From an optimization exercise on the open Yosys and OpenROAD flow, aimed at small area, a short achievable clock period and few clock cycles; shortcuts taken in it are not production practice. RTL that was checked went through simulation tests only; none was proved equivalent to the original. Power figures rest on the tool's default switching activity, not on a simulated workload.

// evsub_tga
module evsub_tga (
    input  wire        clk,
    input  wire        rst_n,       
    input  wire        tirq,        
    input  wire        sf_valid,    
    output wire        sf_ready,    
    input  wire [73:0] sf_data,     
    input  wire        sf_err,      
    output wire        ev_valid,    
    input  wire        ev_ready,    
    output wire [39:0] ev_data,     
    output wire        halted       
);
Size in the first run: about 0.011 mm^2 of cells after synthesis.
Settings: LEC_CHECK=0, CAP_MARGIN=40, CORE_MARGIN=2, CORE_UTILIZATION=60, SLEW_MARGIN=40; clock period 11.0 ns.
standard.sh (not shown) runs the stock make flow with config.mk's settings and CLKGATE_MAP_FILE= SYNTH_SCRIPT=/design/flow/synth_recipe.tcl, a recipe that flattens the netlist after the stock synthesis.
==> flow/flow/run.sh <==
#!/bin/bash
set -euo pipefail
export BUFFER_PORTS_ARGS="-buffer_cell sky130_fd_sc_hd__buf_1"
export SETUP_SLACK_MARGIN=7.0
bash standard.sh > flow_standard.log 2>&1
Testbench counts at the start, summed over its fixed seeds: cycles 9,358.
Change:
ABC_AREA = 1   (was default)
- The changed run finished with timing, DRC and antenna clean
- sequential share of layout area drops by 4.4 points
- via count rose by about 50%
- critical path depth goes up by 8
- non-clock buffer count goes down by 3
- utilization falls by 1.7 points
- routed wire length increases by about 50%
- cell count goes up by about 60%
- power shrinks by 0.92%
- worst setup slack gets worse by 0.044 ns
- sequential power barely changes
Change:
--- a/flow/flow/run.sh
+++ b/flow/flow/run.sh
@@ -4 +4 @@
-export SETUP_SLACK_MARGIN=7.0
+export SETUP_SLACK_MARGIN=7.2
ABC_AREA = default   (was 1)
What happened:
- final cell count shrinks by well over a third
- sequential share of layout area increases by 4.1 points
- combinational power went down by a quarter to a third
- hold slack hardly moves
- clock power rose by a few percent
Change:
--- a/flow/flow/run.sh
+++ b/flow/flow/run.sh
@@ -4 +4 @@
-export SETUP_SLACK_MARGIN=7.2
+export SETUP_SLACK_MARGIN=6.0
=>
- die area stays the same
- cell count is lower by about 0.32%
- power came out lower by 2.7%
- core utilization goes down by 1.4 points
- non-clock buffer count shrinks by 1
- combinational power came out lower by 2.6%
- worst hold slack gets better by 0.024 ns
- first-iteration DRC count went up by about 5%
- clock-buffer cell count went up by 1
- cell area came out lower by about 2%
Change:
--- a/flow/flow/run.sh
+++ b/flow/flow/run.sh
@@ -4 +4 @@
-export SETUP_SLACK_MARGIN=6.0
+export SETUP_SLACK_MARGIN=7.5
ABC_AREA = 1   (was default)
Effect: The changed run finished with timing, DRC and antenna clean; clock skew shrinks by 0.0085 ns; total power is higher by 5.4%; via count rises by 57%; final area is higher by 15%; worst hold slack gets worse by 0.034 ns; utilization goes up by 1.8 points; synthesized area increases by 12%; critical path depth is lower by 5.
Change:
ABC_AREA = default   (was 1)
The new run ran to the end with no violations.
Critical path depth came out lower by 1.
Count of clock-buffer cells in the layout grows by 4.
Clock power went up by about 1%.
Synthesized cell count decreases by 45%.
Total power falls by 1.1%.
Hold slack is better by 0.022 ns.
Cell area fell by 7.7%.

========
evsub_tga again, from the RTL that the note above started with.
## evsub_tga
module evsub_tga (
    input  wire        clk,
    input  wire        rst_n,       
    input  wire        tirq,        
    input  wire        sf_valid,    
    output wire        sf_ready,    
    input  wire [73:0] sf_data,     
    input  wire        sf_err,      
    output wire        ev_valid,    
    input  wire        ev_ready,    
    output wire [39:0] ev_data,     
    output wire        halted       
);
    localparam [2:0] K_PPRESS = 3'd0;
    localparam [2:0] K_PMOVE  = 3'd1;
    localparam [2:0] K_PREL   = 3'd2;
    localparam [2:0] K_PEXIT  = 3'd3;
    localparam [2:0] K_KPRESS = 3'd4;
    localparam [2:0] K_KREL   = 3'd5;
    function [1:0] keyzone;
        input [15:0] x;
        begin
            if (x < 16'd107)      keyzone = 2'd0;
            else if (x < 16'd214) keyzone = 2'd1;
            else if (x < 16'd320) keyzone = 2'd2;
            else                  keyzone = 2'd3;
        end
    endfunction
    reg tirq_q;
    reg tirq_pend;
    reg in_sess;
    reg halt_r;
    wire tirq_fall = tirq_q & ~tirq;
    wire start     = ~in_sess & ~halt_r & (tirq_pend | tirq_fall);
    reg        hv, tv;
    reg [1:0]  hn, tn;              
    reg [32:0] hp0, hp1, tp0, tp1;  
    assign sf_ready = in_sess & ~tv;
  ...
clock: 11.0 ns
lec_check: 0
cap_margin: 40
core_margin: 2
core_utilization: 75
slew_margin: 40
==> flow/flow/run.sh <==
#!/bin/bash
set -euo pipefail
export BUFFER_PORTS_ARGS="-buffer_cell sky130_fd_sc_hd__buf_1"
export SETUP_SLACK_MARGIN=7.0
bash standard.sh > flow_standard.log 2>&1
Testbench counts at the start, summed over its fixed seeds: cycles 9,358.
Edit:
--- a/flow/config.mk
+++ b/flow/config.mk
@@ -8,4 +8,5 @@
 export CAP_MARGIN = 40
 export CORE_MARGIN = 2
-export CORE_UTILIZATION = 75
+export CORE_UTILIZATION = 60
+export CTS_BUF_LIST = sky130_fd_sc_hd__clkbuf_4 sky130_fd_sc_hd__clkbuf_8
 export SLEW_MARGIN = 40
Worst setup slack gets better by 0.046 ns. Synthesized cell count does not change. Combinational power is lower by 3.3%. Wire length came out lower by 8.0%. Area after synthesis is unchanged. Die area is higher by about 24%. Flip-flop and latch count stays the same. Non-clock buffer count goes up by 4. Via count goes down by 7.4%. Hold slack degrades by 0.0039 ns. Global-route usage goes down by 11 points.
Edit:
==> flow/flow/run.sh (replaced) <==
#!/bin/bash
set -euo pipefail
export BUFFER_PORTS_ARGS="-buffer_cell sky130_fd_sc_hd__buf_1"
export SETUP_SLACK_MARGIN=6.5
bash standard.sh > flow_standard.log 2>&1
--- a/flow/config.mk
+++ b/flow/config.mk
@@ -9,4 +9,3 @@
 export CORE_MARGIN = 2
 export CORE_UTILIZATION = 60
-export CTS_BUF_LIST = sky130_fd_sc_hd__clkbuf_4 sky130_fd_sc_hd__clkbuf_8
 export SLEW_MARGIN = 40
Outcome: The new run produced a clean layout. Register-to-register slack loses 0.41 ns. Die area is unchanged. Flip-flop and latch count is unchanged. Area after synthesis stays the same. Clock-buffer cell count is lower by 30. Synthesized cell count is unchanged. Global-route usage increases by 0.38 points.

========
Another version of the RTL of evsub_tga (not shown whole).
For scale: roughly 750 cells after synthesis, about 180 flip-flops, ~120 I/O pins, about 0.0092 mm² of cells after synthesis.
clock: 11.0 ns
lec_check: 0
cap_margin: 40
core_margin: 2
core_utilization: 60
slew_margin: 40
==> flow/flow/run.sh <==
#!/bin/bash
set -euo pipefail
export BUFFER_PORTS_ARGS="-buffer_cell sky130_fd_sc_hd__buf_1"
export SETUP_SLACK_MARGIN=7.2
bash standard.sh > flow_standard.log 2>&1
Testbench counts at the start, summed over its fixed seeds: cycles 9,358.
Then changed:
--- a/flow/flow/run.sh
+++ b/flow/flow/run.sh
@@ -4 +4 @@
-export SETUP_SLACK_MARGIN=7.2
+export SETUP_SLACK_MARGIN=7.5
What happened: The new run ran to the end with no violations; routed wire length rises by 3.0%; setup slack gets better by 0.048 ns; final area came out higher by 2.3%; power grows by 0.31%; fmax grows by 1.3%.

========
Setup of build 87:
evsub_tga, a different RTL version from the one above (not shown whole).
Size in the first run: ~120 I/O pins, ~13000 sq um of cells after synthesis.
clock: 11.0 ns
lec_check: 0
cap_margin: 20
core_margin: 2
core_utilization: 40
slew_margin: 20
run.sh (not shown) runs the stock make flow with config.mk's settings and CLKGATE_MAP_FILE= SYNTH_SCRIPT=/design/flow/synth_recipe.tcl, a recipe that flattens the netlist after the stock synthesis.
Stock flow here: none of the scripts above is used.
Inputs modified between build 87 and build 10:
--- a/flow/config.mk
+++ b/flow/config.mk
@@ -8 +8 @@
-export CAP_MARGIN = 20
+export CAP_MARGIN = 40
@@ -10,2 +10,3 @@
-export CORE_UTILIZATION = 40
-export SLEW_MARGIN = 20
+export CORE_UTILIZATION = 60
+export SETUP_SLACK_MARGIN = 5
+export SLEW_MARGIN = 40
[summary]
On met2 track demand over resource in global routing: between build 10 and build 87, it ends up lower for build 87.
Going from build 87 to build 10, layout buffer count excluding clock buffers grew by a few percent.
Wire length, build 10 and build 87: higher on build 87
On insertion delay to the later sink of the worst-skew pair, build 10 and build 87 are basically level.
Compared build 10 vs build 87, and endpoint required time on the critical path is up in build 10.
Build 10 — routed via count divided by cell count 14% higher, build 87 as reference
Summary of build 10 over build 87: worst-case setup slack after placement saw an increase, end-of-flow core utilization rose 23 points, number of cells in the finished layout apart from fillers lost 157, arrival time at the worst endpoint fell by 0.46 ns, final weighted congestion in routability-driven placement saw an increase.
### build 10 -> build 75
--- a/flow/config.mk
+++ b/flow/config.mk
@@ -7,0 +8 @@
+export ABC_CLOCK_PERIOD_IN_PS = 4000
@@ -10 +11 @@
-export CORE_UTILIZATION = 60
+export CORE_UTILIZATION = 40
## What came out
Higher fraction of final layout cells sized beyond drive strength 1 among build 10 and build 75: build 10. In build 75 the utilization turned out 23 points lower than in build 10. Compared with build 10, build 75 has extra setup slack. After synthesis and placement, the instance count of build 75 is above that of build 10. Looking at build 10 and build 75, the latest clock arrival within the worst-skew pair is a wash. In the reports for build 10 and build 75, the smaller power after layout belongs to build 10. Build 75 ended up with a higher area of the die than build 10 did.
No run of this note included a check of the RTL's function; only the layout flow was run.

========
The RTL this note starts from:
==> flow/design.v <==
module evsub_tga (
    input  wire        clk,
    input  wire        rst_n,       
    input  wire        tirq,        
    input  wire        sf_valid,    
    output wire        sf_ready,    
    input  wire [73:0] sf_data,     
    input  wire        sf_err,      
    output wire        ev_valid,    
    input  wire        ev_ready,    
    output wire [39:0] ev_data,     
    output wire        halted       
);
    localparam [2:0] K_PPRESS = 3'd0;
    localparam [2:0] K_PMOVE  = 3'd1;
    localparam [2:0] K_PREL   = 3'd2;
    localparam [2:0] K_PEXIT  = 3'd3;
    localparam [2:0] K_KPRESS = 3'd4;
    localparam [2:0] K_KREL   = 3'd5;
    function [1:0] keyzone;
        input [15:0] x;
        begin
            if (x < 16'd107)      keyzone = 2'd0;
            else if (x < 16'd214) keyzone = 2'd1;
            else if (x < 16'd320) keyzone = 2'd2;
            else                  keyzone = 2'd3;
        end
    endfunction
    reg tirq_q;
    reg tirq_pend;
    reg in_sess;
    reg halt_r;
    wire tirq_fall = tirq_q & ~tirq;
    wire start     = ~in_sess & ~halt_r & (tirq_pend | tirq_fall);
    reg        hv, tv;
    reg [1:0]  hn, tn;              
    reg [24:0] hp0, hp1, tp0, tp1;
    reg [3:0]  hc, tc;              
    assign sf_ready = in_sess & ~tv;
    wire take     = sf_valid & sf_ready;
    wire take_ok  = take & ~sf_err;
    wire [1:0]  in_n  = sf_data[73:72];
    wire [32:0] in_q0 = sf_data[68:36];    
    wire [32:0] in_q1 = sf_data[32:0];
    wire in_v0 = in_n[1] | in_n[0];
    wire in_v1 = in_n[1];
    wire in_g0 = (in_q0[15:8] == 8'd0) & (in_q0[7:4] != 4'hF);
    wire in_g1 = (in_q1[15:8] == 8'd0) & (in_q1[7:4] != 4'hF);
    wire [1:0] in_z0 = keyzone(in_q0[31:16]);
    wire [1:0] in_z1 = keyzone(in_q1[31:16]);
    wire in_k0 = (in_z0 != 2'd3);
    wire in_k1 = (in_z1 != 2'd3);
    wire [24:0] in_p0 = {in_q0[32:16], in_q0[7:2], in_g0 ? in_q0[1:0] : in_z0};
    wire [24:0] in_p1 = {in_q1[32:16], in_q1[7:2], in_g1 ? in_q1[1:0] : in_z1};
    wire [3:0] in_c = {in_v1 & ~in_g1 & in_k1, in_v0 & ~in_g0 & in_k0,
                       in_v1 & in_g1, in_v0 & in_g0};
    always @(posedge clk) begin
        tirq_q <= tirq;
        if (!rst_n) begin
            tirq_pend <= 1'b0;
            in_sess   <= 1'b0;
            halt_r    <= 1'b0;
        end else begin
            tirq_pend <= start ? (tirq_pend & tirq_fall) : (tirq_pend | tirq_fall);
            if (take) begin
                if (sf_err) begin
                    halt_r  <= 1'b1;
                    in_sess <= 1'b0;
                end else if (in_n == 2'd0) begin
                    in_sess <= 1'b0;
                end
            end else if (start) begin
                in_sess <= 1'b1;
            end
        end
    end
    assign halted = halt_r;
    reg  [1:0]  active;
    reg         ptr_valid;
    reg         ptr_id;
    reg  [23:0] last0, last1;
    reg  [1:0]  lv;                 
    reg  [1:0]  key0, key1;         
    reg  [5:0]  done;               
    reg  [1:0]  wr;                 
    reg         outv;
    reg  [2:0]  o_kind;
    reg  [1:0]  o_key;
    reg         o_id;               
    reg         o_s0, o_s1;         
    wire [23:0] o_xy = (last0 & {24{o_s0}}) | (last1 & {24{o_s1}});
    assign ev_valid = outv;
    assign ev_data  = {2'b00, o_kind, o_key, 1'b0, o_xy[23:8], 8'd0, o_xy[7:0]};
    wire        v0  = hn[1] | hn[0];
    wire        v1  = hn[1];
    wire        id0 = hp0[24];
    wire        id1 = hp1[24];
    wire [23:0] xy0 = hp0[23:0];        
    wire [23:0] xy1 = hp1[23:0];
    wire [1:0] kz0 = hp0[1:0];          
    wire [1:0] kz1 = hp1[1:0];
    wire eqA0 = lv[0] & (xy0 == last0);
    wire eqA1 = lv[1] & (xy0 == last1);
    wire eqB0 = lv[0] & (xy1 == last0);
    wire eqB1 = lv[1] & (xy1 == last1);
    wire eqL0 = id0 ? eqA1 : eqA0;      
    wire eqL1 = id1 ? eqB1 : eqB0;      
    wire same = (id0 == id1);
    wire G0 = hc[0];
    wire G1 = hc[1];
    wire B0 = hc[2];
    wire B1 = hc[3];
    wire act_id0 = id0 ? active[1] : active[0];
    wire act_id1 = id1 ? active[1] : active[0];
    wire set0  = G0 & ~ptr_valid & ~act_id0;
    wire pv1   = ptr_valid | set0;
    wire pid1  = set0 ? id0 : ptr_id;
    wire c_g0  = G0 & pv1 & (pid1 == id0);
    wire e_g0  = c_g0 & ~eqL0;
    wire set1  = G1 & ~pv1 & ~act_id1;
    wire pv2   = pv1 | set1;
    wire pid2  = set1 ? id1 : pid1;
    wire c_g1  = G1 & pv2 & (pid2 == id1);
    wire g0m   = e_g0 & same & ~done[0];
    wire e_g1  = c_g1 & (g0m | ~eqL1);
    wire act1_id1 = act_id1 | wr[id1] | g0m;
    wire ptr_id0 = pv2 & (pid2 == id0);
    wire ptr_id1 = pv2 & (pid2 == id1);
    wire e_b0  = B0 & ~ptr_id0 & ~act_id0;
    wire e_b1  = B1 & ~ptr_id1 & ~act_id1 & ~(e_b0 & same);
    wire [1:0] proc = {(v0 & id0) | (v1 & id1), (v0 & ~id0) | (v1 & ~id1)};
    wire r0  = active[0] & ~proc[0];
    wire r1  = active[1] & ~proc[1];
    wire rp0 = r0 & pv2 & ~pid2;
    wire rp1 = r1 & pv2 & pid2;
    wire [5:0] f   = {r1, r0, e_b1, e_b0, e_g1, e_g0};
    wire [5:0] rem = f & ~done;
    wire [5:0] sel = rem & ~{rem[4:0], 1'b0} & ~{rem[3:0], 2'b0} & ~{rem[2:0], 3'b0}
                         & ~{rem[1:0], 4'b0} & ~{rem[0], 5'b0};
    wire [2:0] n_kind = (sel[0] ? {2'b00, act_id0}  : 3'd0)
                      | (sel[1] ? {2'b00, act1_id1} : 3'd0)
                      | ((sel[2] | sel[3]) ? K_KPRESS : 3'd0)
                      | (sel[4] ? (rp0 ? K_PREL : K_KREL) : 3'd0)
                      | (sel[5] ? (rp1 ? K_PREL : K_KREL) : 3'd0);
    wire [1:0] n_key  = (sel[2] ? kz0 : 2'd0)
                      | (sel[3] ? kz1 : 2'd0)
                      | ((sel[4] & ~rp0) ? key0 : 2'd0)
                      | ((sel[5] & ~rp1) ? key1 : 2'd0);
    wire n_show = sel[0] | sel[1] | (sel[4] & rp0) | (sel[5] & rp1);
    wire none   = (rem == 6'd0);
    wire lastev = ((rem & ~sel) == 6'd0);
    wire o_rel  = (o_s0 | o_s1) & (o_kind == K_PREL);
    wire load   = ~outv | (ev_ready & ~o_rel);
    wire pop    = hv & (none | (load & lastev));
    wire ld     = hv & ~none & load;
    wire wid  = sel[1] ? id1 : id0;
    wire wany = sel[0] | sel[1];
    wire [1:0] wnow = {wany & wid, wany & ~wid};
    wire [1:0] know = {(sel[2] & id0) | (sel[3] & id1), (sel[2] & ~id0) | (sel[3] & ~id1)};
    wire n_id = wany ? wid : o_id;
    wire [1:0] act_n = proc & (active | wr | wnow | know | {e_b0 & id0, e_b0 & ~id0}
                                                         | {e_b1 & id1, e_b1 & ~id1});
    wire       pv_n  = pv2 & ~(rp0 | rp1);
    always @(posedge clk) begin
        if (!rst_n) begin
            hv        <= 1'b0;
            tv        <= 1'b0;
            outv      <= 1'b0;
            done      <= 6'd0;
            wr        <= 2'b00;
            active    <= 2'b00;
            ptr_valid <= 1'b0;
            ptr_id    <= 1'b0;
            lv        <= 2'b00;
        end else begin
            if (~hv | pop)
                hv <= tv | take_ok;
            if (tv)
                tv <= ~(~hv | pop);
            else
                tv <= take_ok & hv & ~pop;
            if (ld)
                outv <= 1'b1;
            else if (ev_ready & ~o_rel)
                outv <= 1'b0;
            if (pop) begin
                done <= 6'd0;
                wr   <= 2'b00;
                if (hn == 2'd0) begin
                    active    <= 2'b00;
                    ptr_valid <= 1'b0;
                    ptr_id    <= 1'b0;
                    lv        <= 2'b00;
                end else begin
                    active    <= act_n;
                    ptr_valid <= pv_n;
                    ptr_id    <= pid2;
                    lv        <= (lv | wnow) & ~know;
                end
            end else if (ld) begin
                done <= done | {|sel[5:5], |sel[5:4], |sel[5:3], |sel[5:2], |sel[5:1], |sel[5:0]};
                wr   <= wr | wnow | know;
                lv   <= (lv | wnow) & ~know;
            end
        end
    end
    always @(posedge clk) begin
        if (~hv | pop) begin
            if (tv) begin
                hn <= tn; hp0 <= tp0; hp1 <= tp1; hc <= tc;
            end else begin
                hn <= in_n; hp0 <= in_p0; hp1 <= in_p1; hc <= in_c;
            end
        end
        if (take) begin
            tn <= in_n; tp0 <= in_p0; tp1 <= in_p1; tc <= in_c;
        end
        if (ld) begin
            o_kind <= n_kind;
            o_key  <= n_key;
            o_s0   <= n_show & ~n_id;
            o_s1   <= n_show &  n_id;
            o_id   <= n_id;
        end else if (ev_ready & o_rel) begin
            o_kind <= K_PEXIT;
            o_s0   <= 1'b0;
            o_s1   <= 1'b0;
        end
        if (ld & wnow[0]) last0 <= sel[0] ? xy0 : xy1;
        if (ld & wnow[1]) last1 <= sel[0] ? xy0 : xy1;
        if (ld & know[0]) key0 <= sel[2] ? kz0 : kz1;
        if (ld & know[1]) key1 <= sel[2] ? kz0 : kz1;
    end
endmodule
==> flow/config.mk <==
export PLATFORM = sky130hd
export DESIGN_NAME = evsub_tga
export DESIGN_NICKNAME = evsub_tga
export VERILOG_FILES = /design/flow/design.v
export SDC_FILE = /design/flow/constraint.sdc
export NUM_CORES = 4
export LEC_CHECK = 0
export CAP_MARGIN = 40
export CORE_MARGIN = 2
export CORE_UTILIZATION = 60
export CTS_CLUSTER_DIAMETER = 60
export CTS_CLUSTER_SIZE = 30
export SLEW_MARGIN = 40
==> flow/constraint.sdc <==
create_clock -name core_clock -period 11.0 [get_ports {clk}]
set_input_delay 2.2000 -clock core_clock [delete_from_list [all_inputs] [get_ports {clk}]]
set_output_delay 2.2000 -clock core_clock [all_outputs]
set_load 0.01 [all_outputs]
standard.sh (not shown) runs the stock make flow with config.mk's settings and CLKGATE_MAP_FILE= SYNTH_SCRIPT=/design/flow/synth_recipe.tcl, a recipe that flattens the netlist after the stock synthesis.
==> flow/flow/run.sh <==
#!/bin/bash
set -euo pipefail
export BUFFER_PORTS_ARGS="-buffer_cell sky130_fd_sc_hd__buf_1"
export SETUP_SLACK_MARGIN=7.5
bash standard.sh > flow_standard.log 2>&1
The first run passed the timing, design-rule and antenna checks.
Testbench counts at the start, summed over its fixed seeds: cycles 9,358.
Next try:
Settings changed: CTS_CLUSTER_DIAMETER 60 to unset, CTS_CLUSTER_SIZE 30 to unset.
Result: The changed run finished clean; cell area is unchanged; register-to-register slack is about the same; worst setup slack does not change; global-route usage is unchanged; combinational power stays flat; area after synthesis stays the same; power is unchanged; utilization stays the same.
Next try:
==> flow/flow/run.sh (replaced) <==
#!/bin/bash
set -euo pipefail
export BUFFER_PORTS_ARGS="-buffer_cell sky130_fd_sc_hd__buf_1"
export SETUP_SLACK_MARGIN=7.0
bash standard.sh > flow_standard.log 2>&1
Outcome:
- via count is lower by about 4%
- final area is lower by 2.6%
- utilization is lower by 1.8 points

## re-timing with driven ports
How much do the figures lean on ideal ports? The routed layouts below were timed once more, with nothing changed but the port constraints. Step 1 (the two cells are an assumption about what drives the block):
set clk [get_ports {clk}]
set_driving_cell -lib_cell sky130_fd_sc_hd__clkbuf_16 $clk
set_driving_cell -lib_cell sky130_fd_sc_hd__buf_2 [delete_from_list [all_inputs] $clk]
Step 2, shift: input delay + t, output delay - t, t = (earliest + latest rising clock arrival at the registers) / 2. This alone moves slack from input paths to output paths. Three values: ideal ports, drivers, drivers and shift; two values: the first two.
run | t, ns | slack for setup (ns) | worst hold slack (ns) | worst data-port slew with drivers (ns) | pins driven straight from the clock port
the first run of note 1 | 0.569 | 7.120 / 7.074 / 6.638 | 0.483 / 0.483 / 0.483 | 0.04 | 1
the second run of note 1 | 0.572 | 7.076 / 7.055 / 6.524 | 0.460 / 0.460 / 0.460 | 0.04 | 1
the third run of note 1 | 0.574 | 7.224 / 7.176 / 6.850 | 0.461 / 0.461 / 0.461 | 0.04 | 1
the fourth run of note 1 | 0.561 | 6.334 / 6.334 / 6.334 | 0.485 / 0.485 / 0.485 | 0.04 | 1
the fifth run of note 1 | 0.581 | 7.177 / 7.125 / 7.048 | 0.451 / 0.451 / 0.451 | 0.05 | 1
the sixth run of note 1 | 0.568 | 7.215 / 7.168 / 6.980 | 0.473 / 0.473 / 0.473 | 0.04 | 1
the first run of note 2 | 0.569 | 7.048 / 7.001 / 6.586 | 0.482 / 0.482 / 0.482 | 0.05 | 1
the second run of note 2 | 0.579 | 7.094 / 7.050 / 6.660 | 0.478 / 0.478 / 0.478 | 0.04 | 1
the third run of note 2 | 0.560 | 6.760 / 6.760 / 6.417 | 0.454 / 0.454 / 0.454 | 0.05 | 1
the first run of note 3 | 0.474 | 7.371 / 7.371 / 6.935 | 0.490 / 0.490 / 0.490 | 0.04 | 1
the second run of note 3 | 0.472 | 7.419 / 7.375 / 7.114 | 0.497 / 0.497 / 0.497 | 0.04 | 1
build 87 | 0.589 | 4.802 / 4.802 / 4.802 | 0.480 / 0.480 / 0.480 | 0.04 | 1
build 10 | 0.603 | 5.292 / 5.292 / 5.292 | 0.478 / 0.478 / 0.478 | 0.04 | 1
build 75 | 0.610 | 5.310 / 5.310 / 5.310 | 0.478 / 0.478 / 0.478 | 0.04 | 1
the first run of note 5 | 0.475 | 7.223 / 7.179 / 6.960 | 0.470 / 0.470 / 0.470 | 0.07 | 1
the second run of note 5 | 0.475 | 7.223 / 7.179 / 6.960 | 0.470 / 0.470 / 0.470 | 0.07 | 1
the third run of note 5 | 0.479 | 7.127 / 7.147 / 6.668 | 0.473 / 0.473 / 0.473 | 0.04 | 1
After both steps every run listed still meets setup and hold. The setup slack of the second run of note 1, which loses most, moves by -0.021 ns with the drivers and by -0.552 ns with both steps.
